This design comes from an exercise in tuning for small area, a short achievable clock period and few clock cycles per item on the open sky130 flow, not from production work. Where RTL was checked, it was by simulation tests only, not by an equivalence proof against the original. For runs 1 to 3, only the layout was checked, not whether the RTL still works. No run shown here takes its clock network from TritonCTS; it comes from the design's own scripts or RTL. The flow treats the clock pin as an ideal source. Dropping or thinning the clock tree relies on that and would not hold on a real chip. Power figures rest on the tool's default switching activity, not on a simulated workload.

==> design/flow/design.v <==
module lfm_calibrator (
    input  wire        clk,
    input  wire        rst,
    input  wire        start,
    input  wire [15:0] scan1,
    input  wire [15:0] scan2,
    input  wire        smp_valid,
    output reg         smp_ready,
    input  wire [11:0] smp,
    output reg         done,
    output reg         cal_ok,
    output reg  [43:0] cal_num,
    output reg  [31:0] cal_den
);
    function [6:0] add6(input [5:0] a, input [5:0] b, input ci);
        integer i;
        reg c;
        begin
            c = ci;
            for (i = 0; i < 6; i = i + 1) begin
                add6[i] = a[i] ^ b[i] ^ c;
                c = (a[i] & b[i]) | (c & (a[i] ^ b[i]));
            end
            add6[6] = c;
        end
    endfunction
    function [8:0] inc8(input [7:0] a, input ci);
        integer i;
        reg c;
        begin
            c = ci;
            for (i = 0; i < 8; i = i + 1) begin
                inc8[i] = a[i] ^ c;
                c = a[i] & c;
            end
            inc8[8] = c;
        end
    endfunction
    reg st_idle;              
    reg st_c1;                
    reg st_c1c;               
    reg st_c1d;               
    reg st_c1e;               
    reg st_c1f;               
    reg st_c2;                
    reg st_fl;                
    reg st_num;               
    reg st_den;               
    reg        v_q;           
    reg [11:0] s_q;           
    reg        cnt15;         
    reg [11:0] hs_lo;         
    reg [12:0] mid2;          
    reg [2:0]  lo_pc;         
    reg [1:0]  hi_pc;         
    reg        hc_pc;         
    reg        sgate;         
    reg [15:0] lo_cnt;
    reg        lo_any, hi_any;  
    reg [5:0]  k;             
    reg        mb_l, mb_h;    
    wire [15:0] cnt    = {cnt15, cal_den[31:17]};
    wire [27:0] lo_sum = cal_num[27:0];    
    wire [15:0] hi_cnt = cal_den[16:1];    
    wire [2:0]  hi_pc3 = {cal_den[0], hi_pc};
    wire        last  = (cnt == 16'd1);
    wire        take  = smp_valid && sgate;
    wire        pre1  = v_q ? (lo_cnt == 16'hFFFD) : (lo_cnt == 16'hFFFE);
    wire        last1 = smp_valid && pre1;
    wire        lt_min = s_q < ~hs_lo;
    wire        gt_max = s_q > lo_sum[11:0];
    wire [12:0] smp2 = {s_q, 1'b0};
    wire        cls   = st_c2 && v_q;
    wire        is_lo = cls && (smp2 < mid2);
    wire        is_hi = cls && (smp2 > mid2);
    wire [11:0] sb = st_c1c ? ~hs_lo : s_q;
    wire [6:0]  lo_a = add6(lo_sum[5:0],  sb[5:0],  1'b0);
    wire [6:0]  lo_b = add6(lo_sum[11:6], sb[11:6], lo_pc[0]);
    wire [8:0]  lo_c = inc8(lo_sum[19:12], lo_pc[1]);
    wire [8:0]  lo_d = inc8(lo_sum[27:20], lo_pc[2]);
    wire [6:0]  hi_a = add6(hs_lo[5:0],  sb[5:0],  1'b0);
    wire [6:0]  hi_b = add6(hs_lo[11:6], sb[11:6], hi_pc3[0]);
    wire [8:0]  hi_c = inc8(cal_num[35:28], hi_pc3[1]);
    wire [8:0]  hi_d = inc8(cal_num[43:36], hi_pc3[2]);
    wire [8:0]  hc_a = inc8(hi_cnt[7:0],  st_c2);
    wire [8:0]  hc_b = inc8(hi_cnt[15:8], hc_pc);
    wire [16:0] nsum = {1'b0, cnt} + (mb_l ? {1'b0, hi_cnt} : 17'd0)
                                   + (mb_h ? {1'b0, lo_cnt} : 17'd0);
    wire        fl_end  = st_fl && (k == 6'd2);
    wire        num_end = st_num && (k == 6'd30);
    wire        den_end = st_den && (k == 6'd46);
    wire        rdy_nx  = (st_idle && start) || (st_c1 && smp_ready && !last1)
                       || st_c1e || st_c1f || (st_c2 && !(v_q && last));
    wire        idle_nx = (st_idle && !start) || den_end;
    always @(posedge clk) begin
        s_q <= take ? smp : 12'd0;
        v_q <= take;
        if (rst) begin
            st_idle    <= 1'b1;
            st_c1      <= 1'b0;
            st_c1c     <= 1'b0;
            st_c1d     <= 1'b0;
            st_c1e     <= 1'b0;
            st_c1f     <= 1'b0;
            st_c2      <= 1'b0;
            st_fl      <= 1'b0;
            st_num     <= 1'b0;
            st_den     <= 1'b0;
            smp_ready  <= 1'b0;
            sgate      <= 1'b1;
            done       <= 1'b0;
        end else begin
            st_idle    <= idle_nx;
            st_c1      <= (st_idle && start) || (st_c1 && smp_ready);
            st_c1c     <= st_c1 && !smp_ready;
            st_c1d     <= st_c1c;
            st_c1e     <= st_c1d;
            st_c1f     <= st_c1e;
            st_c2      <= st_c1f || (st_c2 && !(v_q && last));
            st_fl      <= (st_c2 && v_q && last) || (st_fl && !fl_end);
            st_num     <= fl_end || (st_num && !num_end);
            st_den     <= num_end || (st_den && !den_end);
            smp_ready  <= rdy_nx;
            sgate      <= rdy_nx || idle_nx;
            done       <= den_end;
        end
        if (st_idle) begin
            {cnt15, cal_den[31:17]} <= scan2;
            cal_den[16:1] <= 16'd0;
            hc_pc  <= 1'b0;
            lo_cnt <= ~scan1;
            lo_any <= 1'b0;
            hi_any <= 1'b0;
            cal_num[27:0] <= 28'd0;
            {cal_num[43:28], hs_lo} <= 28'd0;
            lo_pc  <= 3'd0;
            {cal_den[0], hi_pc} <= 3'd0;
            k      <= 6'd0;
        end
        if (st_c2 && v_q)
            {cnt15, cal_den[31:17]} <= cnt - 1'b1;
        if ((st_c1 && v_q) || st_c1c || is_lo)
            lo_cnt <= lo_cnt + 1'b1;
        if (is_lo)
            lo_any <= 1'b1;
        if (is_hi)
            hi_any <= 1'b1;
        if (st_c1 && v_q) begin
            if (lt_min) hs_lo <= ~s_q;
            if (gt_max) cal_num[11:0] <= s_q;
        end
        if (st_c1f) begin
            mid2   <= lo_sum[12:0];
            cal_num[27:0] <= 28'd0;
            {cal_num[43:28], hs_lo} <= 28'd0;
        end
        if (is_lo || st_fl || st_c1c || st_c1d || st_c1e) begin
            cal_num[27:0] <= {lo_d[7:0], lo_c[7:0], lo_b[5:0], lo_a[5:0]};
            lo_pc  <= {lo_c[8], lo_b[6], lo_a[6]};
        end
        if (is_hi || st_fl) begin
            {cal_num[43:28], hs_lo} <= {hi_d[7:0], hi_c[7:0], hi_b[5:0], hi_a[5:0]};
            {cal_den[0], hi_pc} <= {hi_c[8], hi_b[6], hi_a[6]};
            cal_den[16:1] <= {hc_b[7:0], hc_a[7:0]};
            hc_pc  <= hc_a[8];
        end
        if (st_fl || st_num || st_den)
            k <= k + 1'b1;
        mb_l <= (fl_end && lo_sum[0]) || (st_num && !num_end && lo_sum[1]);
        mb_h <= (fl_end && hs_lo[0]) || (st_num && !num_end && hs_lo[1])
             || (num_end && hi_cnt[0]) || (st_den && hi_cnt[1]);
        if (st_num) begin
            {cnt15, cal_den[31:17]} <= num_end ? 16'd0 : nsum[16:1];
            cal_num[27:0] <= {nsum[0], lo_sum[27:1]};
            {cal_num[43:28], hs_lo} <= {num_end ? nsum[16:1] : {1'b0, cal_num[43:29]},
                                        cal_num[28], hs_lo[11:1]};
            cal_ok <= lo_any && hi_any;
        end
        if (st_den) begin
            {cnt15, cal_den[31:17]} <= nsum[16:1];
            cal_den[16:1] <= {nsum[0], hi_cnt[15:1]};
        end
    end
endmodule
==> design/flow/flow/run.sh <==
#!/bin/bash
# The standard layout, with two changes:
# - every port is buffered by a plain buf_1 instead of the delay buffer
#   buffer_ports picks by default;
# - after CTS, flow/myclk.tcl replaces the clock tree CTS built (a root
#   buffer under the port feeding an H-tree of leaf buffers) by two balanced
#   levels of clkbuf_8: four buffers under the port, each feeding buffers at
#   the centres of clusters of flip-flops.
set -euo pipefail
export BUFFER_PORTS_ARGS="-buffer_cell sky130_fd_sc_hd__buf_1"
export POST_CTS_TCL="$PWD/flow/myclk.tcl"
bash standard.sh > standard.log 2>&1
==> design/flow/flow/myclk.tcl <==
# Rebuild the clock tree as two balanced levels of buffers under the clock
# port: NL1 buffers driven by the port, each driving NL2/NL1 buffers placed at
# the centres of k-means clusters of the flip-flops.
set nl1 [expr {[info exists ::env(MYCLK_NL1)] ? $::env(MYCLK_NL1) : 4}]
set nl2 [expr {[info exists ::env(MYCLK_NL2)] ? $::env(MYCLK_NL2) : 14}]
set bm1 [expr {[info exists ::env(MYCLK_BUF1)] ? $::env(MYCLK_BUF1) : "sky130_fd_sc_hd__clkbuf_8"}]
set bm2 [expr {[info exists ::env(MYCLK_BUF2)] ? $::env(MYCLK_BUF2) : "sky130_fd_sc_hd__clkbuf_8"}]
set block [ord::get_db_block]
set db [ord::get_db]
set clknet [$block findNet clk]

# 1. undo the tree CTS built: every cell on a clock net other than a register
set sinks {}
set kill {}
set knets {}
foreach net [$block getNets] {
  if {[$net getSigType] != "CLOCK" && $net != $clknet} { continue }
  set isclk 0
  if {$net == $clknet || [string match "clknet*" [$net getName]]} { set isclk 1 }
  if {!$isclk} { continue }
  if {$net != $clknet} { lappend knets $net }
  foreach it [$net getITerms] {
    set inst [$it getInst]
    set m [[$inst getMaster] getName]
    if {[string match "*df*" $m] && [[$it getMTerm] getName] == "CLK"} {
      lappend sinks $it
    } else {
      if {[lsearch -exact $kill $inst] < 0} { lappend kill $inst }
    }
  }
}
puts "myclk: [llength $sinks] sinks, removing [llength $kill] cells and [llength $knets] nets"
foreach it $sinks { $it disconnect }
foreach inst $kill { odb::dbInst_destroy $inst }
foreach net $knets { odb::dbNet_destroy $net }

proc centre {it} {
  set b [[$it getInst] getBBox]
  return [list [expr {([$b xMin] + [$b xMax]) / 2.0}] [expr {([$b yMin] + [$b yMax]) / 2.0}]]
}
# k-means of points {obj x y} into k groups; returns list of {cx cy members}
proc kmeans {pts k {slack 1.2}} {
  set n [llength $pts]
  set sx [lsort -real -index 1 $pts]
  set cents {}
  for {set i 0} {$i < $k} {incr i} {
    set p [lindex $sx [expr {int(($i + 0.5) * $n / $k)}]]
    lappend cents [list [lindex $p 1] [lindex $p 2]]
  }
  for {set iter 0} {$iter < 50} {incr iter} {
    set groups [lrepeat $k {}]
    foreach p $pts {
      set best 0; set bd 1e30
      for {set i 0} {$i < $k} {incr i} {
        set c [lindex $cents $i]
        set d [expr {abs([lindex $p 1] - [lindex $c 0]) + abs([lindex $p 2] - [lindex $c 1])}]
        if {$d < $bd} { set bd $d; set best $i }
      }
      lset groups $best [concat [lindex $groups $best] [list $p]]
    }
    set cents {}
    for {set i 0} {$i < $k} {incr i} {
      set g [lindex $groups $i]
      set m [llength $g]
      if {$m == 0} { lappend cents [list 0 0]; continue }
      set ax 0; set ay 0
      foreach p $g { set ax [expr {$ax + [lindex $p 1]}]; set ay [expr {$ay + [lindex $p 2]}] }
      lappend cents [list [expr {$ax / $m}] [expr {$ay / $m}]]
    }
  }
  # final assignment with a cap on the group size, nearest pairs first
  set cap [expr {int(ceil($slack * $n / $k))}]
  set pairs {}
  set pi 0
  foreach p $pts {
    for {set i 0} {$i < $k} {incr i} {
      set c [lindex $cents $i]
      lappend pairs [list [expr {abs([lindex $p 1] - [lindex $c 0]) + abs([lindex $p 2] - [lindex $c 1])}] $pi $i]
    }
    incr pi
  }
  set pairs [lsort -real -index 0 $pairs]
  set taken [lrepeat $n 0]
  set size [lrepeat $k 0]
  set groups [lrepeat $k {}]
  foreach pr $pairs {
    lassign $pr d pi i
    if {[lindex $taken $pi] || [lindex $size $i] >= $cap} { continue }
    lset taken $pi 1
    lset size $i [expr {[lindex $size $i] + 1}]
    lset groups $i [concat [lindex $groups $i] [list [lindex $pts $pi]]]
  }
  set out {}
  for {set i 0} {$i < $k} {incr i} {
    set g [lindex $groups $i]
    set m [llength $g]
    if {$m == 0} { continue }
    set ax 0; set ay 0
    foreach p $g { set ax [expr {$ax + [lindex $p 1]}]; set ay [expr {$ay + [lindex $p 2]}] }
    lappend out [list [expr {$ax / $m}] [expr {$ay / $m}] $g]
  }
  return $out
}
proc addbuf {block db mname name x y innet} {
  set inst [odb::dbInst_create $block [$db findMaster $mname] $name]
  $inst setLocation [expr {int($x)}] [expr {int($y)}]
  $inst setPlacementStatus PLACED
  set net [odb::dbNet_create $block "${name}_net"]
  $net setSigType CLOCK
  [$inst findITerm A] connect $innet
  [$inst findITerm X] connect $net
  return [list $inst $net]
}

set pts {}
foreach it $sinks { lappend pts [list $it {*}[centre $it]] }
set g2 [kmeans $pts $nl2]
# level 2 buffers, then group them under level 1 buffers
set l2 {}
set i 0
foreach g $g2 {
  lappend l2 [list $i [lindex $g 0] [lindex $g 1] [lindex $g 2]]
  incr i
}
set g1 [kmeans $l2 $nl1 1.0]
set j 0
foreach grp $g1 {
  lassign $grp cx cy members
  lassign [addbuf $block $db $bm1 "myclk_l1_$j" $cx $cy $clknet] b1 n1
  foreach m $members {
    lassign $m idx mx my sinkpts
    lassign [addbuf $block $db $bm2 "myclk_l2_$idx" $mx $my $n1] b2 n2
    foreach p $sinkpts { [lindex $p 0] connect $n2 }
    puts "myclk: l1 $j l2 $idx drives [llength $sinkpts] sinks"
  }
  incr j
}
# the input buffer of smp_valid feeds many gates: give it more drive
foreach pname {smp_valid} {
  set pnet [$block findNet $pname]
  foreach it [$pnet getITerms] {
    set inst [$it getInst]
    if {[string match "*buf_1" [[$inst getMaster] getName]]} {
      $inst swapMaster [$db findMaster sky130_fd_sc_hd__buf_4]
      puts "myclk: $pname buffer [$inst getName] is now buf_4"
    }
  }
}
detailed_placement
check_placement
==> design/flow/standard.sh <==
#!/bin/bash
# synth_recipe.tcl (not shown) runs the flow's synth.tcl, then flattens the netlist and writes it again
# the make line also repeats each setting of config.mk as NAME=value (left out here)
make -C /OpenROAD-flow-scripts/flow DESIGN_CONFIG=/design/flow/config.mk WORK_HOME=/design/flow/orfs CLKGATE_MAP_FILE= SYNTH_SCRIPT=/design/flow/synth_recipe.tcl "${@:-finish}"
==> design/flow/config.mk <==
export PLATFORM = sky130hd
export DESIGN_NAME = lfm_calibrator
export DESIGN_NICKNAME = lfm_calibrator
export VERILOG_FILES = /design/flow/design.v
export SDC_FILE = /design/flow/constraint.sdc
export NUM_CORES = 4
export LEC_CHECK = 0
export CAP_MARGIN = 20
export CORE_MARGIN = 2
export CORE_UTILIZATION = 65
export SLEW_MARGIN = 20
==> design/flow/constraint.sdc <==
create_clock -name core_clock -period 15.0 [get_ports {clk}]
set_input_delay 3.0000 -clock core_clock [delete_from_list [all_inputs] [get_ports {clk}]]
set_output_delay 3.0000 -clock core_clock [all_outputs]
set_load 0.01 [all_outputs]
==> results of run 1 <==
-- worst max-delay path by stage --
stage / endpoint / cells past startpoint
floorplan: hs_lo[11] / 14
global placement: sgate / 5
detailed placement: sgate / 5
global route: cal_den[17] / 1
finish: cal_den[17] / 1
-- power by group through the flow --
stage               clock network [W]  registers, W  logic (W)
finish                       0.000245      0.000542   0.000149
global route                 0.000264      0.000546   0.000169
detailed placement                  0      0.000551   0.000147
global placement                    0      0.000550   0.000143
floorplan                           0      0.000546  0.0000963
-- cell type report --
type                    count  area, um^2
flip-flops and latches    161        4300
plain buffers              18         248
inverters                  98         368
repair buffers            134         537
multi-input cells         839        6050
fillers                  1310        4750
well taps                 220         275
-- synth_stat cells (all sizes together), types with 16 or more instances --
cell | number | area, um^2
xnor2 | 26 | 228
xor2 | 16 | 140
nor2 | 75 | 282
mux2i | 31 | 310
fa | 39 | 781
dfxtp | 54 | 1080
nand2 | 156 | 586
and2 | 16 | 100
nor3 | 21 | 121
and3 | 20 | 125
nand3 | 26 | 135
inv | 98 | 368
clkbuf | 37 | 149
o21ai | 80 | 400
edfxtp | 107 | 3210
a21oi | 70 | 350
ha | 102 | 1280
-- kinds of logic (layout without fill, tap and decap cells) --
logic type                 count (synthesis)  count (layout)  share of synthesized area
xor gates and xnor gates                  42              42                     0.0337
muxes                                     31              31                     0.0284
and+or+nand+nor                          388             388                      0.170
DFF                                      161             161                      0.393
buffers and inverters                    146             250                     0.0539
adders and majority gates                141             141                      0.188
AOI/OAI and AO/OA                        237             237                      0.133
-- stage by stage --
stage	total power, W	cells	hold WS (ns)
floorplan	0.000643	1146	0.432
global placement	0.000693	1452	0.451
global route	0.000979	1470	0.459
detailed placement	0.000697	1452	0.456
finish	0.000936	1470	0.451
-- routing by layer --
layer,global-route usage,vias to the layer above,routed length (um)
met5,0,-,0
met4,0.0910,0,696
met3,0.0479,50,2010
met2,0.457,388,11900
met1,0.469,4131,12400
li1,-,4217,-
-- sequential cells by signal, indices dropped and copies added (netlist names), 3 cells and up --
register / cells
cal_num: 44
cal_den: 32
lo_cnt: 16
mid2: 13
hs_lo: 12
s_q: 12
k: 6
lo_pc: 3
==> flow_metrics.env, run 1 <==
export IMPL_io_buffers=126
export IMPL_diodes=0
export IMPL_power_frac_comb=0.159
export IMPL_dieWidth_um=134
export IMPL_yosys_warnings=1
export IMPL_utilization=0.713
export IMPL_ios=127
export IMPL_rsz0062_at_grt="false"
export IMPL_synth_ff_type="edfxtp_1"
export IMPL_grt_max_degree=100
export IMPL_start_util=0.661
export IMPL_overflow=0
export IMPL_setup_worst_path_start="cal_den[17]"
export IMPL_critPathBufInv=1
export IMPL_cp_top_family="flip-flops"
export IMPL_outcome="finished clean"
export IMPL_clkSinkCount=161
export IMPL_dp_hpwl_um=20200
export IMPL_drt_vias_per_instance=5.98
export IMPL_fin_area_um2=11800
export IMPL_reg2reg_slack_ns=11.26
export IMPL_remaining_drc_errors=0
export IMPL_layout_drive_gt1_share=0.0336
export IMPL_critPathMaxFanout=7
export IMPL_async_reset_ff_frac=0
export IMPL_timing_fmax_mhz=248
export IMPL_final_common_cell="nand2_1"
export IMPL_layout_setup_ws_ns=10.97
export IMPL_setup_viol=0
export IMPL_hp_start="st_c1e"
export IMPL_p_sw_frac=0.283
export IMPL_dieArea_um2=17900
export IMPL_grt_pass1_vias=8172
export IMPL_core_um2=16500
export IMPL_power_density_nw_per_um2=79.5
export IMPL_clock_skew_ns=0.0552
export IMPL_grt_pass1_wl_um=43200
export IMPL_tightest_slew_ns=1.06
export IMPL_hold_violations=0
export IMPL_ys_ff_latch=161
export IMPL_worstSetupPathType="flop to output pin"
export IMPL_place_area_um2=11500
export IMPL_drtIter0Drc=876
export IMPL_min_path_type="flop to flop"
export IMPL_internal_power_w=0.000671
export IMPL_hold_end="st_c1f"
export IMPL_mostFrequentLayoutCells="nand2_1, buf_1, edfxtp_1, ha_1, inv_1"
export IMPL_worstPathRequired_ns=12.00
export IMPL_dp_slack_ns=10.92
export IMPL_power_leakage_nw=5.03
export IMPL_rr_worst_depth=13
export IMPL_slew_violations=0
export IMPL_tns_ns=0
export IMPL_clk_latency_ns=0.32
export IMPL_rows=47
export IMPL_yosysUniqueCellTypes=63
export IMPL_maxCapViolCount=0
export IMPL_path_cells="buf_1"
export IMPL_rr_startpoint="mb_h"
export IMPL_vdd_ir_drop_max_uv=81.5
export IMPL_cp_end_kind="output pin"
export IMPL_reg2reg_to="cal_num[40]"
export IMPL_hold_depth=1
export IMPL_period_minus_slack_ns=4.03
export IMPL_synth_area_um2=10900
export IMPL_period_share=0.268
export IMPL_drt_pass1_iterations=5
export IMPL_seq_power_share=0.579
export IMPL_gp_congestion=0.929
export IMPL_syn_inst=1146
export IMPL_cp_slowest_cell="edfxtp_1"
export IMPL_die_h_um=134
export IMPL_clkPwrFrac=0.262
export IMPL_areaGrowthSynthToFinish_pct=7.75
export IMPL_synth_seq_area_share=0.393
export IMPL_p_switching_w=0.000264
export IMPL_worstPathArrival_ns=1.03
export IMPL_wl_per_cell_um=18.4
export IMPL_layout_nets=1441
export IMPL_max_slew_margin=0.290
export IMPL_synth_nets=1335
export IMPL_antenna_found_initial=0
export IMPL_globalRouteTotalUtil=0.308
export IMPL_start_kind="flop"
export IMPL_synth_edf_count=107
export IMPL_max_stage_delay_ns=0.54
export IMPL_wirelength_um=27000
export IMPL_ant_nets=0
export IMPL_clk_pin_slew_ns=0.09
export IMPL_vias=8786
export IMPL_avgSynthCellArea_um2=9.54
==> run 2: changes to the inputs <==
--- a/design/flow/config.mk
+++ b/design/flow/config.mk
@@ -8,4 +8,4 @@
 export CAP_MARGIN = 20
 export CORE_MARGIN = 2
-export CORE_UTILIZATION = 65
+export CORE_UTILIZATION = 80
 export SLEW_MARGIN = 20
==> run 2 against run 1 <==
Compared with the run above:
- sequential power about the same
- design area down 0.51%
- highest routed layer unchanged
- largest power group unchanged
- critical path depth unchanged
- core utilization up 17 points
- clock skew down 0.011 ns
- via count up 10%
- register-to-register slack worse by 0.11 ns
- sequential share of layout area up 0.19 points
==> flow_metrics.env, run 2 <==
export IMPL_grt_pass1_vias=9405
export IMPL_antenna_found_initial=0
export IMPL_layout_drive_gt1_share=0.0320
export IMPL_synth_edf_count=107
export IMPL_rows=42
export IMPL_clock_skew_ns=0.0439
export IMPL_yosys_top_cells_count="nand2_1, edfxtp_1, ha_1"
export IMPL_diodes=0
export IMPL_avgSynthCellArea_um2=9.54
export IMPL_final_common_cell="nand2_1"
export IMPL_largest_reg_flops=44
export IMPL_ys_ff_latch=161
export IMPL_critPathBufInv=1
export IMPL_clk_latency_ns=0.33
export IMPL_power_density_nw_per_um2=81.8
export IMPL_synth_area_leaders="edfxtp_1, ha_1, dfxtp_1"
export IMPL_cp_end_kind="output pin"
export IMPL_synth_nets=1335
export IMPL_crit_cells=1
export IMPL_maxCapViolCount=0
export IMPL_place_area_um2=11500
export IMPL_largestRegisters="cal_num (44), cal_den (32), lo_cnt (16)"
export IMPL_layout_nets=1441
export IMPL_cp_slowest_cell="edfxtp_1"
export IMPL_async_reset_ff_frac=0
export IMPL_max_stage_delay_ns=0.50
export IMPL_synth_ff_type="edfxtp_1"
export IMPL_synth_top_area_cell="edfxtp_1"
export IMPL_dieArea_um2=14600
export IMPL_multi_input_area_um2=6050
export IMPL_yosysUniqueCellTypes=63
export IMPL_fin_area_um2=11700
export IMPL_yosysMostFrequentCell="nand2_1"
export IMPL_hold_violations=0
export IMPL_drtIter0Drc=1267
export IMPL_grt_max_degree=62
export IMPL_ios=127
export IMPL_syn_inst=1146
export IMPL_drt_pass1_iterations=6
export IMPL_wl_per_cell_um=21.4
export IMPL_grt_pass1_wl_um=47900
export IMPL_setup_viol=0
export IMPL_rr_worst_depth=13
export IMPL_wirelength_um=30500
export IMPL_gp_congestion=0.928
export IMPL_worstSetupPathType="flop to output pin"
export IMPL_drt_vias_per_instance=6.79
export IMPL_timing_fmax_mhz=248
export IMPL_vdd_ir_drop_max_uv=89.6
export IMPL_dp_hpwl_um=20600
export IMPL_n_fill_cell=643
export IMPL_power_leakage_nw=5.03
export IMPL_worstPathArrival_ns=1.03
export IMPL_rsz0062_at_grt="false"
export IMPL_min_path_type="flop to flop"
export IMPL_areaGrowthSynthToFinish_pct=7.20
export IMPL_top_register="cal_num"
export IMPL_mostFrequentLayoutCells="nand2_1, buf_1, edfxtp_1, ha_1, inv_1"
export IMPL_synth_seq_area_share=0.393
export IMPL_io_buffers=126
export IMPL_hold_depth=1
export IMPL_max_slew_margin=0.251
export IMPL_die_h_um=121
export IMPL_path_cells="buf_1"
export IMPL_yosysTopAreaCellShare=0.294
export IMPL_clkSinkCount=161
export IMPL_total_power_w=0.000958
export IMPL_remaining_drc_errors=0
export IMPL_register_area_um2=4300
export IMPL_overflow=0
export IMPL_tightest_slew_ns=1.12
export IMPL_ant_nets=0
export IMPL_vias=9676
export IMPL_globalRouteTotalUtil=0.424
export IMPL_period_minus_slack_ns=4.03
export IMPL_yosys_warnings=1
export IMPL_start_kind="flop"
export IMPL_critPathMaxFanout=4
export IMPL_period_share=0.269
export IMPL_start_util=0.822
export IMPL_dieWidth_um=121
export IMPL_worstPathRequired_ns=12.00
export IMPL_synth_area_um2=10900
export IMPL_slew_violations=0
export IMPL_clk_pin_slew_ns=0.11
export IMPL_cp_top_family="flip-flops"
export IMPL_tns_ns=0
export IMPL_core_um2=13300
export IMPL_outcome="finished clean"
-- run 2: cell families (layout without fill, tap and decap cells) --
group,Yosys count,count (layout),synth area share
simple gates,388,388,0.170
compound gates,237,237,0.133
flops,161,161,0.393
buf+inv,146,250,0.0539
fa+ha+maj,141,141,0.188
xor+xnor,42,42,0.0337
mux,31,31,0.0284
-- run 2: report_power, final --
part	leakage (nW)	internal (W)	switching, W
combinational	3.34	0.0000599	0.0000978
clock	0.129	0.000109	0.000148
sequential	1.55	0.000505	0.0000389
total	5.03	0.000673	0.000285
-- run 2: final timing paths --
check        startpoint          end  slack [ns]
max          cal_den[1]   cal_den[1]       10.97
max reg2reg        mb_l  cal_num[40]       11.15
min              st_c1d       st_c1e        0.48
min reg2reg      st_c1d       st_c1e        0.48
-- run 2: stage by stage --
stage	setup WS [ns]	std cells	hold WS (ns)	utilization
finish	10.97	1426	0.484	0.881
floorplan	11.30	1146	0.432	-
global route	10.94	1426	0.477	0.881
global placement	11.01	1408	0.446	0.862
detailed placement	10.91	1408	0.469	0.862
-- run 2: cell type report --
cell class | instances | share of cell area
tap | 176 | 0.0188
buffer | 18 | 0.0211
timing repair buffer | 134 | 0.0458
multi-input combinational | 839 | 0.516
sequential | 161 | 0.367
inverter | 98 | 0.0314
-- run 2: per-layer routing --
metal,routed length [um],global-route usage,vias to the layer above
li1,-,-,4226
met1,11300,0.571,4552
met2,14000,0.666,757
met3,3630,0.0841,141
met4,1530,0.201,0
met5,0,0,-
==> run 3: changes to the inputs <==
--- a/design/flow/flow/myclk.tcl
+++ b/design/flow/flow/myclk.tcl
@@ -147,4 +147,26 @@
   }
 }
+# flip-flops of cell dfxtp_1 that drive an output port (through its buffer)
+# and also four or more other pins: give them the stronger dfxtp_2 or _4
+foreach port [$block getBTerms] {
+  if {[$port getIoType] != "OUTPUT"} { continue }
+  set onet [$port getNet]
+  set drv [$onet getFirstOutput]
+  if {$drv == "NULL"} { continue }
+  set obuf [$drv getInst]
+  set inet [[$obuf findITerm A] getNet]
+  if {$inet == "NULL"} { continue }
+  set fdrv [$inet getFirstOutput]
+  if {$fdrv == "NULL"} { continue }
+  set ff [$fdrv getInst]
+  if {[[$ff getMaster] getName] != "sky130_fd_sc_hd__dfxtp_1"} { continue }
+  set fo [expr {[llength [$inet getITerms]] - 1}]
+  if {$fo >= 8} {
+    $ff swapMaster [$db findMaster sky130_fd_sc_hd__dfxtp_4]
+  } elseif {$fo >= 4} {
+    $ff swapMaster [$db findMaster sky130_fd_sc_hd__dfxtp_2]
+  } else { continue }
+  puts "myclk: [$ff getName] (fanout $fo) drives [$port getName]: now [[$ff getMaster] getName]"
+}
 detailed_placement
 check_placement
--- a/design/flow/config.mk
+++ b/design/flow/config.mk
@@ -8,4 +8,4 @@
 export CAP_MARGIN = 20
 export CORE_MARGIN = 2
-export CORE_UTILIZATION = 80
+export CORE_UTILIZATION = 65
 export SLEW_MARGIN = 20
==> run 3 against run 2 <==
Compared with the run above:
- still clean
- power down 2.4%
- cell count increased by 3.1%
- sequential power is essentially flat
- largest cell class unchanged
- largest power group unchanged
==> flow_metrics.env, run 3 <==
export IMPL_outcome="finished clean"
export IMPL_start_util=0.661
export IMPL_largest_reg_flops=44
export IMPL_layout_drive_gt1_share=0.0440
export IMPL_tightest_slew_ns=1.06
export IMPL_ys_ff_latch=161
export IMPL_max_stage_delay_ns=0.54
export IMPL_vdd_ir_drop_max_uv=81.6
export IMPL_cp_slowest_cell="edfxtp_1"
export IMPL_gp_congestion=0.929
export IMPL_synth_edf_count=107
export IMPL_drt_vias_per_instance=5.95
export IMPL_top_layer="met4"
export IMPL_grt_pass1_wl_um=43200
export IMPL_mostFrequentLayoutCells="nand2_1, buf_1, edfxtp_1, ha_1, inv_1"
export IMPL_clk_latency_ns=0.32
export IMPL_yosysMostFrequentCell="nand2_1"
export IMPL_overflow=0
export IMPL_globalRouteTotalUtil=0.308
export IMPL_rr_worst_depth=13
export IMPL_dieArea_um2=17900
export IMPL_async_reset_ff_frac=0
export IMPL_diodes=0
export IMPL_core_um2=16500
export IMPL_vias=8751
export IMPL_hold_depth=1
export IMPL_largestRegisters="cal_num (44), cal_den (32), lo_cnt (16)"
export IMPL_ios=127
export IMPL_n_fill_cell=1310
export IMPL_clkPwrFrac=0.261
export IMPL_antenna_found_initial=0
export IMPL_setup_viol=0
export IMPL_dieWidth_um=134
export IMPL_synth_area_leaders="edfxtp_1, ha_1, dfxtp_1"
export IMPL_syn_inst=1146
export IMPL_min_path_type="flop to flop"
export IMPL_critPathBufInv=1
export IMPL_wl_met3_um=2060
export IMPL_critPathMaxFanout=7
export IMPL_rsz0062_at_grt="false"
export IMPL_worstSetupPathType="flop to output pin"
export IMPL_grt_pass1_vias=8183
export IMPL_die_h_um=134
export IMPL_top_register="cal_num"
export IMPL_synth_top_area_cell="edfxtp_1"
export IMPL_timing_fmax_mhz=249
export IMPL_clkSinkCount=161
export IMPL_remaining_drc_errors=0
export IMPL_avgSynthCellArea_um2=9.54
export IMPL_dp_hpwl_um=20200
export IMPL_worstPathArrival_ns=1.02
export IMPL_start_kind="flop"
export IMPL_path_cells="buf_1"
export IMPL_synth_ff_type="edfxtp_1"
export IMPL_wl_per_cell_um=18.3
export IMPL_routed_wl_met2_um=11800
export IMPL_wirelength_um=26900
export IMPL_maxCapViolCount=0
export IMPL_crit_cells=1
export IMPL_internal_power_w=0.000672
export IMPL_holdWs_ns=0.453
export IMPL_cp_end_kind="output pin"
export IMPL_slew_violations=0
export IMPL_wl_met1_um=12400
export IMPL_hold_violations=0
export IMPL_drtIter0Drc=899
export IMPL_p_sw_frac=0.281
export IMPL_rows=47
export IMPL_areaGrowthSynthToFinish_pct=7.90
export IMPL_clock_skew_ns=0.0545
export IMPL_drt_pass1_iterations=5
export IMPL_seq_power_share=0.580
export IMPL_final_common_cell="nand2_1"
export IMPL_yosys_top_cells_count="nand2_1, edfxtp_1, ha_1"
export IMPL_power_density_nw_per_um2=79.3
export IMPL_period_share=0.268
export IMPL_power_frac_comb=0.159
export IMPL_ant_nets=0
export IMPL_worstPathRequired_ns=12.00
export IMPL_io_buffers=126
export IMPL_period_minus_slack_ns=4.02
export IMPL_power_leakage_nw=5.03
export IMPL_p_switching_w=0.000263
export IMPL_grt_max_degree=100
export IMPL_yosys_warnings=1
export IMPL_cp_top_family="flip-flops"
export IMPL_max_slew_margin=0.294
export IMPL_yosysTopAreaCellShare=0.294
export IMPL_tns_ns=0
export IMPL_synth_seq_area_share=0.393
export IMPL_clk_pin_slew_ns=0.08
export IMPL_yosysUniqueCellTypes=63
export IMPL_layout_nets=1441
export IMPL_synth_area_um2=10900
export IMPL_synth_nets=1335
## run 3: power groups by stage
stage,sequential [W],clock (W),combinational (W)
after floorplan,0.000546,0,0.0000963
after global placement,0.000550,0,0.000143
after detailed placement,0.000551,0,0.000147
after global routing,0.000547,0.000264,0.000169
final,0.000542,0.000244,0.000149
## run 3: worst paths after layout
| path | endpoint | slack (ns) | start |
|---|---|---|---|
| min | st_c1f | 0.45 | st_c1e |
| min reg2reg | st_c1f | 0.45 | st_c1e |
| max reg2reg | cal_num[40] | 11.28 | mb_l |
| max | cal_den[17] | 10.98 | cal_den[17] |
## run 3: final cells by class
cell class,instances,area [um^2],area share
timing repair buffer,134,537,0.0455
multi-input combinational,839,6050,0.513
buffer,18,248,0.0210
tap,220,275,0.0233
inverter,98,368,0.0312
sequential,161,4310,0.366
## run 3: metal layers
metal,track usage,up-vias
li1,-,4217
met1,0.469,4105
met2,0.457,377
met3,0.0483,52
met4,0.0922,0
met5,0,-
## run 3: stage by stage
step                      instances  worst slack, ns   util  power [W]  area [um^2]
after floorplan                1146            11.30      -   0.000643        10900
after global placement         1452            10.98  0.697   0.000693        11500
after detailed placement       1452            10.92  0.697   0.000697        11500
after global routing           1470            10.93  0.714   0.000980        11800
final                          1470            10.98  0.714   0.000936        11800
## run 3: logic make-up (layout without fill, tap and decap cells)
group,after synthesis,in the layout,synth area share
buffers and inverters,146,250,0.0539
and+or+nand+nor,388,388,0.170
AOI/OAI and AO/OA,237,237,0.133
xor gates and xnor gates,42,42,0.0337
muxes,31,31,0.0284
adders and majority gates,141,141,0.188
DFF,161,161,0.393
==> run 4: changes to the inputs <==
--- a/design/flow/design.v
+++ b/design/flow/design.v
@@ -41,5 +41,4 @@
     reg st_c1c;               
     reg st_c1d;               
-    reg st_c1e;               
     reg st_c1f;               
     reg st_c2;                
@@ -52,8 +51,6 @@
     reg [11:0] hs_lo;         
     reg [12:0] mid2;          
-    reg [2:0]  lo_pc;         
-    reg [1:0]  hi_pc;         
+    reg [2:0]  lo_pc, hi_pc;  
     reg        hc_pc;         
-    reg        sgate;         
     reg [15:0] lo_cnt;
     reg        lo_any, hi_any;  
@@ -63,7 +60,7 @@
     wire [27:0] lo_sum = cal_num[27:0];    
     wire [15:0] hi_cnt = cal_den[16:1];    
-    wire [2:0]  hi_pc3 = {cal_den[0], hi_pc};
+    wire        st_c1e = cal_den[0];
     wire        last  = (cnt == 16'd1);
-    wire        take  = smp_valid && sgate;
+    wire        take  = smp_valid && smp_ready;
     wire        pre1  = v_q ? (lo_cnt == 16'hFFFD) : (lo_cnt == 16'hFFFE);
     wire        last1 = smp_valid && pre1;
@@ -80,7 +77,7 @@
     wire [8:0]  lo_d = inc8(lo_sum[27:20], lo_pc[2]);
     wire [6:0]  hi_a = add6(hs_lo[5:0],  sb[5:0],  1'b0);
-    wire [6:0]  hi_b = add6(hs_lo[11:6], sb[11:6], hi_pc3[0]);
-    wire [8:0]  hi_c = inc8(cal_num[35:28], hi_pc3[1]);
-    wire [8:0]  hi_d = inc8(cal_num[43:36], hi_pc3[2]);
+    wire [6:0]  hi_b = add6(hs_lo[11:6], sb[11:6], hi_pc[0]);
+    wire [8:0]  hi_c = inc8(cal_num[35:28], hi_pc[1]);
+    wire [8:0]  hi_d = inc8(cal_num[43:36], hi_pc[2]);
     wire [8:0]  hc_a = inc8(hi_cnt[7:0],  st_c2);
     wire [8:0]  hc_b = inc8(hi_cnt[15:8], hc_pc);
@@ -90,7 +87,4 @@
     wire        num_end = st_num && (k == 6'd30);
     wire        den_end = st_den && (k == 6'd46);
-    wire        rdy_nx  = (st_idle && start) || (st_c1 && smp_ready && !last1)
-                       || st_c1e || st_c1f || (st_c2 && !(v_q && last));
-    wire        idle_nx = (st_idle && !start) || den_end;
     always @(posedge clk) begin
         s_q <= take ? smp : 12'd0;
@@ -101,5 +95,5 @@
             st_c1c     <= 1'b0;
             st_c1d     <= 1'b0;
-            st_c1e     <= 1'b0;
+            cal_den[0] <= 1'b0;
             st_c1f     <= 1'b0;
             st_c2      <= 1'b0;
@@ -108,12 +102,11 @@
             st_den     <= 1'b0;
             smp_ready  <= 1'b0;
-            sgate      <= 1'b1;
             done       <= 1'b0;
         end else begin
-            st_idle    <= idle_nx;
+            st_idle    <= (st_idle && !start) || den_end;
             st_c1      <= (st_idle && start) || (st_c1 && smp_ready);
             st_c1c     <= st_c1 && !smp_ready;
             st_c1d     <= st_c1c;
-            st_c1e     <= st_c1d;
+            cal_den[0] <= st_c1d;
             st_c1f     <= st_c1e;
             st_c2      <= st_c1f || (st_c2 && !(v_q && last));
@@ -121,6 +114,6 @@
             st_num     <= fl_end || (st_num && !num_end);
             st_den     <= num_end || (st_den && !den_end);
-            smp_ready  <= rdy_nx;
-            sgate      <= rdy_nx || idle_nx;
+            smp_ready  <= (st_idle && start) || (st_c1 && smp_ready && !last1)
+                       || st_c1e || st_c1f || (st_c2 && !(v_q && last));
             done       <= den_end;
         end
@@ -135,5 +128,5 @@
             {cal_num[43:28], hs_lo} <= 28'd0;
             lo_pc  <= 3'd0;
-            {cal_den[0], hi_pc} <= 3'd0;
+            hi_pc  <= 3'd0;
             k      <= 6'd0;
         end
@@ -161,5 +154,5 @@
         if (is_hi || st_fl) begin
             {cal_num[43:28], hs_lo} <= {hi_d[7:0], hi_c[7:0], hi_b[5:0], hi_a[5:0]};
-            {cal_den[0], hi_pc} <= {hi_c[8], hi_b[6], hi_a[6]};
+            hi_pc  <= {hi_c[8], hi_b[6], hi_a[6]};
             cal_den[16:1] <= {hc_b[7:0], hc_a[7:0]};
             hc_pc  <= hc_a[8];
--- a/design/flow/config.mk
+++ b/design/flow/config.mk
@@ -9,3 +9,4 @@
 export CORE_MARGIN = 2
 export CORE_UTILIZATION = 65
+export PLACE_DENSITY = 0.9
 export SLEW_MARGIN = 20
==> run 4 against run 3 <==
Compared with the run above:
- cell count decreased by 1.2%
- synthesized cell count decreased by 0.44%
- worst hold slack improved by 0.0097 ns
- maximum frequency decreased by 1.8%
==> flow_metrics.env, run 4 <==
export IMPL_synth_ff_type="edfxtp_1"
export IMPL_yosysMostFrequentCell="nand2_1"
export IMPL_largest_reg_flops=44
export IMPL_synth_edf_count=107
export IMPL_max_slew_margin=0.256
export IMPL_antenna_found_initial=0
export IMPL_drt_vias_per_instance=6.36
export IMPL_rr_worst_depth=12
export IMPL_remaining_drc_errors=0
export IMPL_cp_top_family="flip-flops"
export IMPL_tns_ns=0
export IMPL_setup_viol=0
export IMPL_period_minus_slack_ns=4.10
export IMPL_cp_slowest_cell="edfxtp_1"
export IMPL_synth_seq_area_share=0.398
export IMPL_clkSinkCount=160
export IMPL_start_kind="flop"
export IMPL_power_density_nw_per_um2=77.3
export IMPL_wirelength_um=28800
export IMPL_dp_cells=1434
export IMPL_n_fill_cell=1135
export IMPL_start_util=0.671
export IMPL_ys_ff_latch=160
export IMPL_worstPathRequired_ns=12.00
export IMPL_synth_area_leaders="edfxtp_1, ha_1, dfxtp_1"
export IMPL_gp_congestion=0.920
export IMPL_tightest_slew_ns=1.11
export IMPL_critPathCapture="cal_den[17]"
export IMPL_period_share=0.273
export IMPL_outcome="finished clean"
export IMPL_syn_inst=1141
export IMPL_dp_hpwl_um=20100
export IMPL_synth_top_area_cell="edfxtp_1"
export IMPL_clock_skew_ns=0.0383
export IMPL_diodes=0
export IMPL_top_register="cal_num"
export IMPL_vias=9239
export IMPL_dieArea_um2=17600
export IMPL_mostFrequentLayoutCells="nand2_1, buf_1, edfxtp_1, ha_1, inv_1"
export IMPL_max_stage_delay_ns=0.59
export IMPL_worstPathArrival_ns=1.10
export IMPL_drtIter0Drc=1128
export IMPL_maxCapViolCount=0
export IMPL_wl_per_cell_um=19.8
export IMPL_slew_violations=0
export IMPL_yosysTopAreaCellShare=0.299
export IMPL_ant_nets=0
export IMPL_reg2reg_to="hs_lo[11]"
export IMPL_async_reset_ff_frac=0
export IMPL_timing_fmax_mhz=244
export IMPL_largestRegisters="cal_num (44), cal_den (32), lo_cnt (16)"
export IMPL_layout_drive_gt1_share=0.0380
export IMPL_dieWidth_um=133
export IMPL_core_um2=16000
export IMPL_avgSynthCellArea_um2=9.41
export IMPL_vdd_ir_drop_max_uv=63.4
export IMPL_reg2reg_slack_ns=10.95
export IMPL_rsz0062_at_grt="false"
export IMPL_worstSetupPathType="flop to output pin"
export IMPL_critPathBufInv=1
export IMPL_clk_latency_ns=0.33
export IMPL_grt_pass1_vias=8814
export IMPL_min_path_type="flop to flop"
export IMPL_final_common_cell="nand2_1"
export IMPL_io_buffers=126
export IMPL_hold_violations=0
export IMPL_stdcell_count=1453
export IMPL_yosysUniqueCellTypes=58
export IMPL_globalRouteTotalUtil=0.324
export IMPL_synth_area_um2=10700
export IMPL_power_leakage_nw=4.73
export IMPL_die_h_um=133
export IMPL_grt_max_degree=89
export IMPL_cp_end_kind="output pin"
export IMPL_synth_nets=1330
export IMPL_drt_pass1_iterations=10
export IMPL_setup_worst_path_start="cal_den[17]"
export IMPL_rows=46
export IMPL_clk_pin_slew_ns=0.09
export IMPL_critPathMaxFanout=8
export IMPL_yosys_warnings=1
export IMPL_yosys_top_cells_count="nand2_1, edfxtp_1, ha_1"
export IMPL_grt_pass1_wl_um=45700
export IMPL_rr_startpoint="st_c1c"
export IMPL_overflow=0
export IMPL_crit_cells=1
export IMPL_path_cells="buf_1"
export IMPL_areaGrowthSynthToFinish_pct=7.89
export IMPL_layout_nets=1428
export IMPL_ios=127
## run 4: cell types whose count changed after synthesis, sizes merged, moves of 7 or more
cell	delta
mux2i	-8
nand3	+17
nand2b	-9
a21oi	-10
nor2	+14
nand2	-9
or3	-7
nand3b	-14
nand4	+8
## run 4: worst register-to-register path: stages (launching register included)
cell and delay (ns):
dfxtp_1 0.89, o21ai_0 0.40, fa_1 0.47, fa_1 0.39, inv_1 0.09, fa_1 0.16
inv_1 0.05, fa_1 0.38, fa_1 0.39, inv_1 0.09, fa_1 0.41, nand3_1 0.09
o211ai_1 0.11
## run 4: area by class of cell
class / count / area (um^2) / area share
multi-input combinational: 826 / 5860 / 0.506
buffer: 18 / 248 / 0.0214
inverter: 101 / 379 / 0.0327
tap: 216 / 270 / 0.0233
sequential: 160 / 4300 / 0.371
timing repair buffer: 132 / 529 / 0.0457
## run 4: where the power goes
part           switching, W  internal (W)
logic             0.0000727     0.0000418
registers         0.0000314      0.000496
clock network      0.000145      0.000108
total              0.000249      0.000646
## run 4: routing by layer
| metal | up-vias | routed length [um] | global-route usage | part of all wire |
|---|---|---|---|---|
| li1 | 4188 | - | - | - |
| met1 | 4309 | 11400 | 0.443 | 0.40 |
| met2 | 630 | 13100 | 0.507 | 0.45 |
| met3 | 112 | 2960 | 0.0602 | 0.10 |
| met4 | 0 | 1370 | 0.141 | 0.047 |
| met5 | - | 0 | 0 | 0 |
## run 4: cells by family after synthesis
kind of cell	count (synthesis)	synth area share
xor gates and xnor gates	44	0.0359
adders and majority gates	141	0.192
AOI/OAI and AO/OA	232	0.131
buffers and inverters	155	0.0564
DFF	160	0.398
and+or+nand+nor	386	0.165
muxes	23	0.0214
## run 4: worst min-delay path by stage
stage                     startpoint    endpoint  depth (start not counted)
after floorplan               hi_any      hi_any                          1
after global placement        hi_any      hi_any                          1
after detailed placement      hi_any      hi_any                          1
after global routing          st_c1d  cal_den[0]                          1
final                         st_c1d  cal_den[0]                          1
## run 4: per-stage QoR
stage / power, W / hold WS (ns) / worst slack [ns] / util / area (um^2)
after global placement: 0.000638 / 0.431 / 10.79 / 0.706 / 11300
after floorplan: 0.000600 / 0.423 / 11.18 / - / 10700
final: 0.000896 / 0.462 / 10.90 / 0.724 / 11600
after global routing: 0.000924 / 0.468 / 10.76 / 0.724 / 11600
after detailed placement: 0.000645 / 0.440 / 10.73 / 0.706 / 11300
Testbench counts of run 4, summed over its fixed seeds: cycles 235,945, items 96.
==> run 5: changes to the inputs <==
--- a/design/flow/config.mk
+++ b/design/flow/config.mk
@@ -9,4 +9,3 @@
 export CORE_MARGIN = 2
 export CORE_UTILIZATION = 65
-export PLACE_DENSITY = 0.9
 export SLEW_MARGIN = 20
==> run 5 against run 4 <==
Compared with the run above:
- sequential share of layout area barely moved
- sequential cell count unchanged
- clock skew increased by 0.019 ns
- still clean
- critical path depth unchanged
- die area is the same
- power fell by 1.5%
- setup slack improved by 0.051 ns
- maximum frequency rose by 1.3%
- highest routed layer unchanged
==> flow_metrics.env, run 5 <==
export IMPL_areaGrowthSynthToFinish_pct=7.85
export IMPL_rsz0062_at_grt="false"
export IMPL_antenna_found_initial=0
export IMPL_clk_latency_ns=0.33
export IMPL_yosys_top_cells_count="nand2_1, edfxtp_1, ha_1"
export IMPL_yosys_warnings=1
export IMPL_synth_area_leaders="edfxtp_1, ha_1, dfxtp_1"
export IMPL_synth_seq_area_share=0.398
export IMPL_reg2reg_slack_ns=11.12
export IMPL_core_um2=16000
export IMPL_worstSetupPathType="flop to output pin"
export IMPL_syn_inst=1141
export IMPL_period_minus_slack_ns=4.05
export IMPL_synth_top_area_cell="edfxtp_1"
export IMPL_critPathMaxFanout=8
export IMPL_overflow=0
export IMPL_hold_depth=2
export IMPL_reg2reg_to="cal_num[11]"
export IMPL_drt_pass1_iterations=6
export IMPL_power_density_nw_per_um2=76.2
export IMPL_vias=8739
export IMPL_synth_area_um2=10700
export IMPL_layout_nets=1428
export IMPL_n_fill_cell=1274
export IMPL_wl_per_cell_um=18.4
export IMPL_grt_max_degree=89
export IMPL_critPathBufInv=1
export IMPL_clkSinkCount=160
export IMPL_maxCapViolCount=0
export IMPL_tightest_slew_ns=1.05
export IMPL_period_share=0.270
export IMPL_clk_pin_slew_ns=0.10
export IMPL_rr_startpoint="st_c1c"
export IMPL_dieArea_um2=17600
export IMPL_grt_pass1_wl_um=42800
export IMPL_diodes=0
export IMPL_outcome="finished clean"
export IMPL_cp_slowest_cell="edfxtp_1"
export IMPL_top_register="cal_num"
export IMPL_ios=127
export IMPL_hp_start="cal_num[6]"
export IMPL_tns_ns=0
export IMPL_remaining_drc_errors=0
export IMPL_ant_nets=0
export IMPL_synth_ff_type="edfxtp_1"
export IMPL_gp_congestion=0.922
export IMPL_worstPathArrival_ns=1.05
export IMPL_timing_fmax_mhz=247
export IMPL_grt_pass1_vias=8158
export IMPL_yosysTopAreaCellShare=0.299
export IMPL_async_reset_ff_frac=0
export IMPL_max_slew_margin=0.295
export IMPL_cp_top_family="flip-flops"
export IMPL_path_cells="buf_1"
export IMPL_worstPathRequired_ns=12.00
export IMPL_start_kind="flop"
export IMPL_max_stage_delay_ns=0.56
export IMPL_largestRegisters="cal_num (44), cal_den (32), lo_cnt (16)"
export IMPL_ys_ff_latch=160
export IMPL_io_buffers=126
export IMPL_drtIter0Drc=894
export IMPL_wirelength_um=26800
export IMPL_rr_worst_depth=12
export IMPL_layout_drive_gt1_share=0.0396
export IMPL_rows=46
export IMPL_min_path_type="flop to flop"
export IMPL_slew_violations=0
export IMPL_dp_hpwl_um=19600
export IMPL_dieWidth_um=133
export IMPL_final_common_cell="nand2_1"
export IMPL_cp_end_kind="output pin"
export IMPL_dp_cells=1434
export IMPL_stdcell_count=1453
export IMPL_hold_end="cal_num[5]"
export IMPL_hold_violations=0
export IMPL_largest_reg_flops=44
export IMPL_setup_worst_path_start="cal_den[17]"
export IMPL_drt_vias_per_instance=6.01
export IMPL_vdd_ir_drop_max_uv=67.9
export IMPL_start_util=0.671
export IMPL_yosysMostFrequentCell="nand2_1"
export IMPL_globalRouteTotalUtil=0.306
export IMPL_avgSynthCellArea_um2=9.41
export IMPL_power_leakage_nw=4.73
export IMPL_synth_nets=1330
export IMPL_clock_skew_ns=0.0569
export IMPL_yosysUniqueCellTypes=58
export IMPL_mostFrequentLayoutCells="nand2_1, buf_1, edfxtp_1, ha_1, inv_1"
export IMPL_setup_viol=0
export IMPL_synth_edf_count=107
export IMPL_die_h_um=133
==> run 5: cell counts after synthesis <==
No cell type changed its count.
==> run 5: routing by layer <==
| layer | track usage | wire (um) |
|---|---|---|
| met1 | 0.454 | 12000 |
| met4 | 0.0872 | 726 |
| met3 | 0.0567 | 2250 |
| met5 | 0 | 0 |
| met2 | 0.463 | 11800 |
==> run 5: how the worst max path moves through the flow <==
| stage | endpoint | slack (ns) | depth (start not counted) |
|---|---|---|---|
| after floorplan | smp_ready | 11.18 | 4 |
| after global placement | smp_ready | 10.78 | 5 |
| after detailed placement | smp_ready | 10.76 | 5 |
| after global routing | hs_lo[11] | 10.88 | 12 |
| final | cal_den[17] | 10.95 | 1 |
==> run 5: layout make-up <==
class,instances,area (um^2),share of cell area
multi-input combinational,826,5870,0.507
sequential,160,4300,0.371
timing repair buffer,132,522,0.0450
inverter,101,379,0.0327
tap,216,270,0.0233
buffer,18,248,0.0214
==> run 5: kinds of logic after synthesis <==
family                     after synthesis  synth area share
AOI/OAI and AO/OA                      232             0.131
adders and majority gates              141             0.192
DFF                                    160             0.398
buffers and inverters                  155            0.0564
and+or+nand+nor                        386             0.165
xor gates and xnor gates                44            0.0359
muxes                                   23            0.0214
==> run 5: power by group <==
group          internal (W)  total [W]  switching, W  leakage (nW)
Combinational     0.0000412   0.000110     0.0000690          3.04
Clock              0.000108   0.000246      0.000138         0.129
Sequential         0.000496   0.000526     0.0000296          1.56
Total              0.000646   0.000882      0.000237          4.73
==> run 5: through the flow <==
stage	hold WS [ns]	setup WS [ns]	utilization	power (W)	instance area, um^2
6_report	0.445	10.95	0.724	0.000882	11600
5_1_grt	0.470	10.88	0.724	0.000917	11600
3_5_place_dp	0.436	10.76	0.706	0.000644	11300
3_3_place_gp	0.432	10.78	0.706	0.000640	11300
2_1_floorplan	0.423	11.18	-	0.000600	10700
==> run 6: changes to the inputs <==
--- a/design/flow/config.mk
+++ b/design/flow/config.mk
@@ -8,4 +8,4 @@
 export CAP_MARGIN = 20
 export CORE_MARGIN = 2
-export CORE_UTILIZATION = 65
+export CORE_UTILIZATION = 50
 export SLEW_MARGIN = 20
==> run 6 against run 5 <==
Compared with the run above:
- sequential share of layout area down 0.26 points
- critical path depth unchanged
- first-iteration DRC count down 39%
- via count down 2.7%
- die area up 29%
==> flow_metrics.env, run 6 <==
export IMPL_grt_max_degree=89
export IMPL_register_area_um2=4300
export IMPL_layout_drive_gt1_share=0.0404
export IMPL_setup_worst_path_start="cal_den[17]"
export IMPL_globalRouteTotalUtil=0.248
export IMPL_cp_slowest_cell="edfxtp_1"
export IMPL_wl_per_cell_um=18.4
export IMPL_rr_startpoint="mb_h"
export IMPL_ant_nets=0
export IMPL_syn_inst=1141
export IMPL_drtIter0Drc=541
export IMPL_synth_seq_area_share=0.398
export IMPL_ios=127
export IMPL_diodes=0
export IMPL_top_layer="met4"
export IMPL_yosysMostFrequentCell="nand2_1"
export IMPL_async_reset_ff_frac=0
export IMPL_synth_top_area_cell="edfxtp_1"
export IMPL_dp_cells=1495
export IMPL_largest_reg_flops=44
export IMPL_drt_vias_per_instance=5.62
export IMPL_max_stage_delay_ns=0.60
export IMPL_timing_fmax_mhz=243
export IMPL_remaining_drc_errors=0
export IMPL_vdd_ir_drop_max_uv=66.3
export IMPL_overflow=0
export IMPL_reg2reg_to="cal_den[31]"
export IMPL_clk_latency_ns=0.32
export IMPL_total_power_w=0.000889
export IMPL_max_slew_margin=0.285
export IMPL_rows=53
export IMPL_cp_end_kind="output pin"
export IMPL_start_kind="flop"
export IMPL_tns_ns=0
export IMPL_period_share=0.275
export IMPL_stdcell_count=1513
export IMPL_wl_met3_um=1690
export IMPL_synth_ff_type="edfxtp_1"
export IMPL_grt_pass1_wl_um=43100
export IMPL_final_common_cell="nand2_1"
export IMPL_top_register="cal_num"
export IMPL_yosysTopAreaCellShare=0.299
export IMPL_worstPathRequired_ns=12.00
export IMPL_die_h_um=151
export IMPL_routed_wl_met2_um=12100
export IMPL_avgSynthCellArea_um2=9.41
export IMPL_largestRegisters="cal_num (44), cal_den (32), lo_cnt (16)"
export IMPL_synth_nets=1330
export IMPL_synth_area_um2=10700
export IMPL_dp_hpwl_um=20900
export IMPL_rsz0062_at_grt="false"
export IMPL_worstSetupPathType="flop to output pin"
export IMPL_power_density_nw_per_um2=76.2
export IMPL_clk_pin_slew_ns=0.10
export IMPL_rr_worst_depth=13
export IMPL_start_util=0.511
export IMPL_reg2reg_slack_ns=11.19
export IMPL_min_path_type="flop to flop"
export IMPL_dieArea_um2=22700
export IMPL_setup_viol=0
export IMPL_multi_input_area_um2=5870
export IMPL_period_minus_slack_ns=4.12
export IMPL_layout_nets=1429
export IMPL_n_fill_cell=1940
export IMPL_maxCapViolCount=0
export IMPL_areaGrowthSynthToFinish_pct=8.61
export IMPL_yosysUniqueCellTypes=58
export IMPL_antenna_found_initial=0
export IMPL_utilization=0.555
export IMPL_tightest_slew_ns=1.07
export IMPL_synth_area_leaders="edfxtp_1, ha_1, dfxtp_1"
export IMPL_slew_violations=0
export IMPL_mostFrequentLayoutCells="nand2_1, buf_1, edfxtp_1, ha_1, inv_1"
export IMPL_clock_skew_ns=0.0499
export IMPL_synth_edf_count=107
export IMPL_yosys_warnings=1
export IMPL_power_leakage_nw=4.73
export IMPL_dieWidth_um=151
export IMPL_path_cells="buf_1"
export IMPL_drt_pass1_iterations=5
export IMPL_wirelength_um=27900
export IMPL_cp_top_family="flip-flops"
export IMPL_critPathMaxFanout=8
export IMPL_critPathBufInv=1
export IMPL_crit_cells=1
export IMPL_wl_met1_um=13500
export IMPL_ys_ff_latch=160
export IMPL_worstPathArrival_ns=1.12
export IMPL_vias=8502
export IMPL_critPathCapture="cal_den[17]"
export IMPL_io_buffers=126
export IMPL_yosys_top_cells_count="nand2_1, edfxtp_1, ha_1"
export IMPL_core_um2=21000
export IMPL_outcome="finished clean"
export IMPL_clkSinkCount=160
export IMPL_hold_violations=0
export IMPL_grt_pass1_vias=7750
export IMPL_gp_congestion=0.849
==> run 6: cell types whose count changed in the layout (fill, tap and decap cells not counted), sizes merged <==
cell / change
buf: +1
==> run 6: final cells by class <==
cell class | instances | share of cell area
Tap cell | 275 | 0.0295
Timing Repair Buffer | 133 | 0.0454
Inverter | 101 | 0.0325
Multi-Input combinational cell | 826 | 0.503
Buffer | 18 | 0.0212
Sequential cell | 160 | 0.368
==> run 6: cells by family after synthesis <==
| family | share of synthesized area |
|---|---|
| AO/OA/AOI/OAI | 0.131 |
| XOR/XNOR | 0.0359 |
| adder cells (fa/ha/maj) | 0.192 |
| buffers and inverters | 0.0564 |
| flip-flops | 0.398 |
| multiplexers | 0.0214 |
| AND/OR/NAND/NOR | 0.165 |
==> run 6: stage by stage <==
stage	worst slack [ns]	hold slack (ns)	area [um^2]
3_3_place_gp	10.75	0.429	11400
3_5_place_dp	10.72	0.438	11400
2_1_floorplan	11.18	0.423	10700
6_report	10.88	0.454	11700
5_1_grt	10.87	0.473	11700
==> run 6: how the worst min path moves through the flow <==
| stage | start | to | slack, ns | cells past startpoint |
|---|---|---|---|---|
| 2_1_floorplan | hi_any | hi_any | 0.42 | 1 |
| 3_3_place_gp | hi_any | hi_any | 0.43 | 1 |
| 3_5_place_dp | hi_any | hi_any | 0.44 | 1 |
| 5_1_grt | cal_num[4] | mid2[4] | 0.47 | 0 |
| 6_report | cal_num[6] | mid2[6] | 0.45 | 0 |
==> run 6: per-layer routing <==
metal,up-vias,track usage
li1,4186,-
met1,4035,0.378
met2,249,0.370
met3,32,0.0355
met4,0,0.0608
met5,-,0
==> run 6: report_power, final <==
| group | total (W) | switching (W) | internal [W] | leakage (nW) |
|---|---|---|---|---|
| combinational | 0.000109 | 0.0000680 | 0.0000410 | 3.04 |
| clock | 0.000253 | 0.000145 | 0.000108 | 0.129 |
| sequential | 0.000527 | 0.0000305 | 0.000496 | 1.56 |
| total | 0.000889 | 0.000243 | 0.000646 | 4.73 |
==> run 7: changes to the inputs <==
==> design/flow/flow/run.sh (replaced) <==
#!/bin/bash
# The standard layout (standard.sh), with these changes:
# - every port is buffered by a plain buf_1 instead of the delay buffer
#   buffer_ports picks by default;
# - after CTS, flow/myclk.tcl (run as ORFS's POST_CTS_TCL hook) replaces the
#   clock tree CTS built (a root buffer under the port feeding an H-tree of
#   leaf buffers) by two balanced levels of clkbuf_8: four buffers under the
#   port, each feeding buffers at the centres of clusters of flip-flops;
#   it also gives the buffer of smp_valid, which feeds many gates, the drive
#   of a buf_4, and the dfxtp_1 flip-flops that drive an output and four or
#   more other pins the drive of a dfxtp_2 (a dfxtp_4 from eight), and the
#   output buffers after enable flip-flops that drive six or more other pins
#   that of a buf_2.
# Each tool's full output is in orfs/logs/ (standard.sh's own in standard.log).
set -euo pipefail
export BUFFER_PORTS_ARGS="-buffer_cell sky130_fd_sc_hd__buf_1"
export POST_CTS_TCL="$PWD/flow/myclk.tcl"
bash standard.sh > standard.log 2>&1
--- a/design/flow/flow/myclk.tcl
+++ b/design/flow/flow/myclk.tcl
@@ -160,6 +160,13 @@
   if {$fdrv == "NULL"} { continue }
   set ff [$fdrv getInst]
+  set fo [expr {[llength [$inet getITerms]] - 1}]
+  # an enable flip-flop has no stronger version: a heavily loaded one gets
+  # a stronger output buffer instead
+  if {[[$ff getMaster] getName] == "sky130_fd_sc_hd__edfxtp_1" && $fo >= 6} {
+    $obuf swapMaster [$db findMaster sky130_fd_sc_hd__buf_2]
+    puts "myclk: [$obuf getName] for [$port getName] (flip-flop fanout $fo) is now buf_2"
+    continue
+  }
   if {[[$ff getMaster] getName] != "sky130_fd_sc_hd__dfxtp_1"} { continue }
-  set fo [expr {[llength [$inet getITerms]] - 1}]
   if {$fo >= 8} {
     $ff swapMaster [$db findMaster sky130_fd_sc_hd__dfxtp_4]
--- a/design/flow/config.mk
+++ b/design/flow/config.mk
@@ -8,4 +8,4 @@
 export CAP_MARGIN = 20
 export CORE_MARGIN = 2
-export CORE_UTILIZATION = 50
+export CORE_UTILIZATION = 65
 export SLEW_MARGIN = 20
==> run 7 against run 6 <==
Compared with the run above:
- still clean on timing, DRC and antenna
- cell count fell by 4.0%
- sequential cell count unchanged
- worst hold slack worse by 0.0094 ns
- synthesized cell count unchanged
- sequential share of layout area grew 0.25 points
- setup slack improved by 0.059 ns
- power shrank 0.72%
- first-iteration DRC count grew 65%
- via count up 2.6%
- largest cell class unchanged
==> flow_metrics.env, run 7 <==
export IMPL_period_minus_slack_ns=4.06
export IMPL_rr_worst_depth=12
export IMPL_synth_top_area_cell="edfxtp_1"
export IMPL_synth_fa_ha_area_frac=0.192
export IMPL_timing_fmax_mhz=246
export IMPL_tns_ns=0
export IMPL_setup_viol=0
export IMPL_place_area_um2=11300
export IMPL_yosysMostFrequentCell="nand2_1"
export IMPL_reg2reg_slack_ns=11.12
export IMPL_yosys_top_cells_count="nand2_1, edfxtp_1, ha_1"
export IMPL_start_util=0.671
export IMPL_synth_seq_area_share=0.398
export IMPL_p_switching_w=0.000237
export IMPL_vdd_ir_drop_max_uv=67.9
export IMPL_fin_area_um2=11600
export IMPL_clk_latency_ns=0.33
export IMPL_avgSynthCellArea_um2=9.41
export IMPL_hold_depth=2
export IMPL_clk_pin_slew_ns=0.10
export IMPL_max_stage_delay_ns=0.56
export IMPL_power_leakage_nw=4.73
export IMPL_antenna_found_initial=0
export IMPL_layout_nets=1428
export IMPL_drtIter0Drc=894
export IMPL_grt_pass1_wl_um=42800
export IMPL_internal_power_w=0.000646
export IMPL_n_fill_cell=1272
export IMPL_die_h_um=133
export IMPL_synth_top_family_by_area="adder cells"
export IMPL_period_share=0.271
export IMPL_layout_drive_gt1_share=0.0412
export IMPL_max_slew_margin=0.286
export IMPL_diodes=0
export IMPL_slew_violations=0
export IMPL_largestRegisters="cal_num (44), cal_den (32), lo_cnt (16)"
export IMPL_ios=127
export IMPL_yosys_area_share_simple=0.165
export IMPL_mostFrequentLayoutCells="nand2_1, buf_1, edfxtp_1, ha_1, inv_1"
export IMPL_synth_ff_type="edfxtp_1"
export IMPL_dieArea_um2=17600
export IMPL_wirelength_um=26800
export IMPL_drt_vias_per_instance=6.00
export IMPL_top_register="cal_num"
export IMPL_dp_hpwl_um=19600
export IMPL_cp_top_family="flip-flops"
export IMPL_remaining_drc_errors=0
export IMPL_cp_end_kind="output pin"
export IMPL_synth_nets=1330
export IMPL_dp_slack_ns=10.76
export IMPL_reg2reg_to="cal_num[11]"
export IMPL_critPathMaxFanout=8
export IMPL_core_um2=16000
export IMPL_hp_start="cal_num[6]"
export IMPL_vias=8722
export IMPL_utilization=0.724
export IMPL_final_common_cell="nand2_1"
export IMPL_drt_pass1_iterations=6
export IMPL_overflow=0
export IMPL_hold_violations=0
export IMPL_worstPathRequired_ns=12.00
export IMPL_worstPathArrival_ns=1.06
export IMPL_synth_compound_area_share=0.131
export IMPL_synth_edf_count=107
export IMPL_worstSetupPathType="flop to output pin"
export IMPL_dieWidth_um=133
export IMPL_holdWs_ns=0.445
export IMPL_grt_pass1_vias=8158
export IMPL_outcome="finished clean"
export IMPL_seq_power_share=0.596
export IMPL_async_reset_ff_frac=0
export IMPL_rows=46
export IMPL_power_density_nw_per_um2=76.2
export IMPL_synth_mux_area_frac=0.0214
export IMPL_clkPwrFrac=0.279
export IMPL_synth_area_um2=10700
export IMPL_yosysUniqueCellTypes=58
export IMPL_start_kind="flop"
export IMPL_gp_congestion=0.922
export IMPL_syn_inst=1141
export IMPL_largest_reg_flops=44
export IMPL_p_sw_frac=0.268
export IMPL_grt_max_degree=89
export IMPL_synth_xor_area_share=0.0359
export IMPL_critPathBufInv=1
export IMPL_maxCapViolCount=0
export IMPL_globalRouteTotalUtil=0.306
export IMPL_path_cells="buf_2"
export IMPL_power_frac_comb=0.125
export IMPL_areaGrowthSynthToFinish_pct=7.88
export IMPL_setup_worst_path_start="cal_den[17]"
export IMPL_min_path_type="flop to flop"
export IMPL_ant_nets=0
export IMPL_clkSinkCount=160
export IMPL_layout_setup_ws_ns=10.94
export IMPL_rr_startpoint="st_c1c"
export IMPL_yosys_warnings=1
export IMPL_hold_end="cal_num[5]"
export IMPL_rsz0062_at_grt="false"
export IMPL_ys_ff_latch=160
export IMPL_cp_slowest_cell="edfxtp_1"
export IMPL_io_buffers=126
export IMPL_yosysTopAreaCellShare=0.299
export IMPL_tightest_slew_ns=1.07
export IMPL_clock_skew_ns=0.0567
export IMPL_wl_per_cell_um=18.4
export IMPL_synth_area_leaders="edfxtp_1, ha_1, dfxtp_1"
==> run 7: cell types whose count changed in the layout (fill, tap and decap cells not counted) <==
cell and delta:
buf_1 -2, buf_4 -1, buf_2 +2
==> run 7: stage by stage <==
stage	power (W)	instances
after floorplan	0.000600	1141
after global placement	0.000640	1434
after detailed placement	0.000644	1434
after global routing	0.000917	1453
final	0.000883	1453
==> run 7: area by class of cell <==
| type | instances | area [um^2] | area share |
|---|---|---|---|
| Multi-Input combinational cell | 826 | 5870 | 0.507 |
| Timing Repair Buffer | 132 | 524 | 0.0453 |
| Inverter | 101 | 379 | 0.0327 |
| Sequential cell | 160 | 4300 | 0.371 |
| Tap cell | 216 | 270 | 0.0233 |
| Buffer | 18 | 248 | 0.0214 |
==> run 7: routing by layer <==
| layer | up-vias | part of all wire | global-route usage |
|---|---|---|---|
| li1 | 4180 | - | - |
| met1 | 4114 | 0.45 | 0.454 |
| met2 | 377 | 0.44 | 0.463 |
| met3 | 51 | 0.083 | 0.0567 |
| met4 | 0 | 0.026 | 0.0872 |
| met5 | - | 0 | 0 |
==> run 7: logic make-up (layout without fill, tap and decap cells) <==
kind of cell,count (synthesis),count (layout)
AOI/OAI and AO/OA,232,232
xor gates and xnor gates,44,44
adders and majority gates,141,141
buffers and inverters,155,251
DFF,160,160
muxes,23,23
and+or+nand+nor,386,386
==> run 7: worst max-delay path by stage <==
stage | to | slack, ns | cells past startpoint
6_report | cal_den[17] | 10.94 | 1
5_1_grt | hs_lo[11] | 10.88 | 12
2_1_floorplan | smp_ready | 11.18 | 4
3_3_place_gp | smp_ready | 10.78 | 5
3_5_place_dp | smp_ready | 10.76 | 5
==> run 7: power groups by stage <==
stage	combinational [W]	clock, W	sequential [W]
after global routing	0.000124	0.000263	0.000530
final	0.000110	0.000247	0.000526
after floorplan	0.0000692	0	0.000530
after detailed placement	0.000109	0	0.000535
after global placement	0.000106	0	0.000534

Setup slack of run 7, layout unchanged: 10.940 ns with ideal ports, 10.864 ns with driving cells assumed (clock clkbuf_16, inputs buf_2), 10.983 ns with port delays also shifted by the 0.378 ns mid clock arrival.
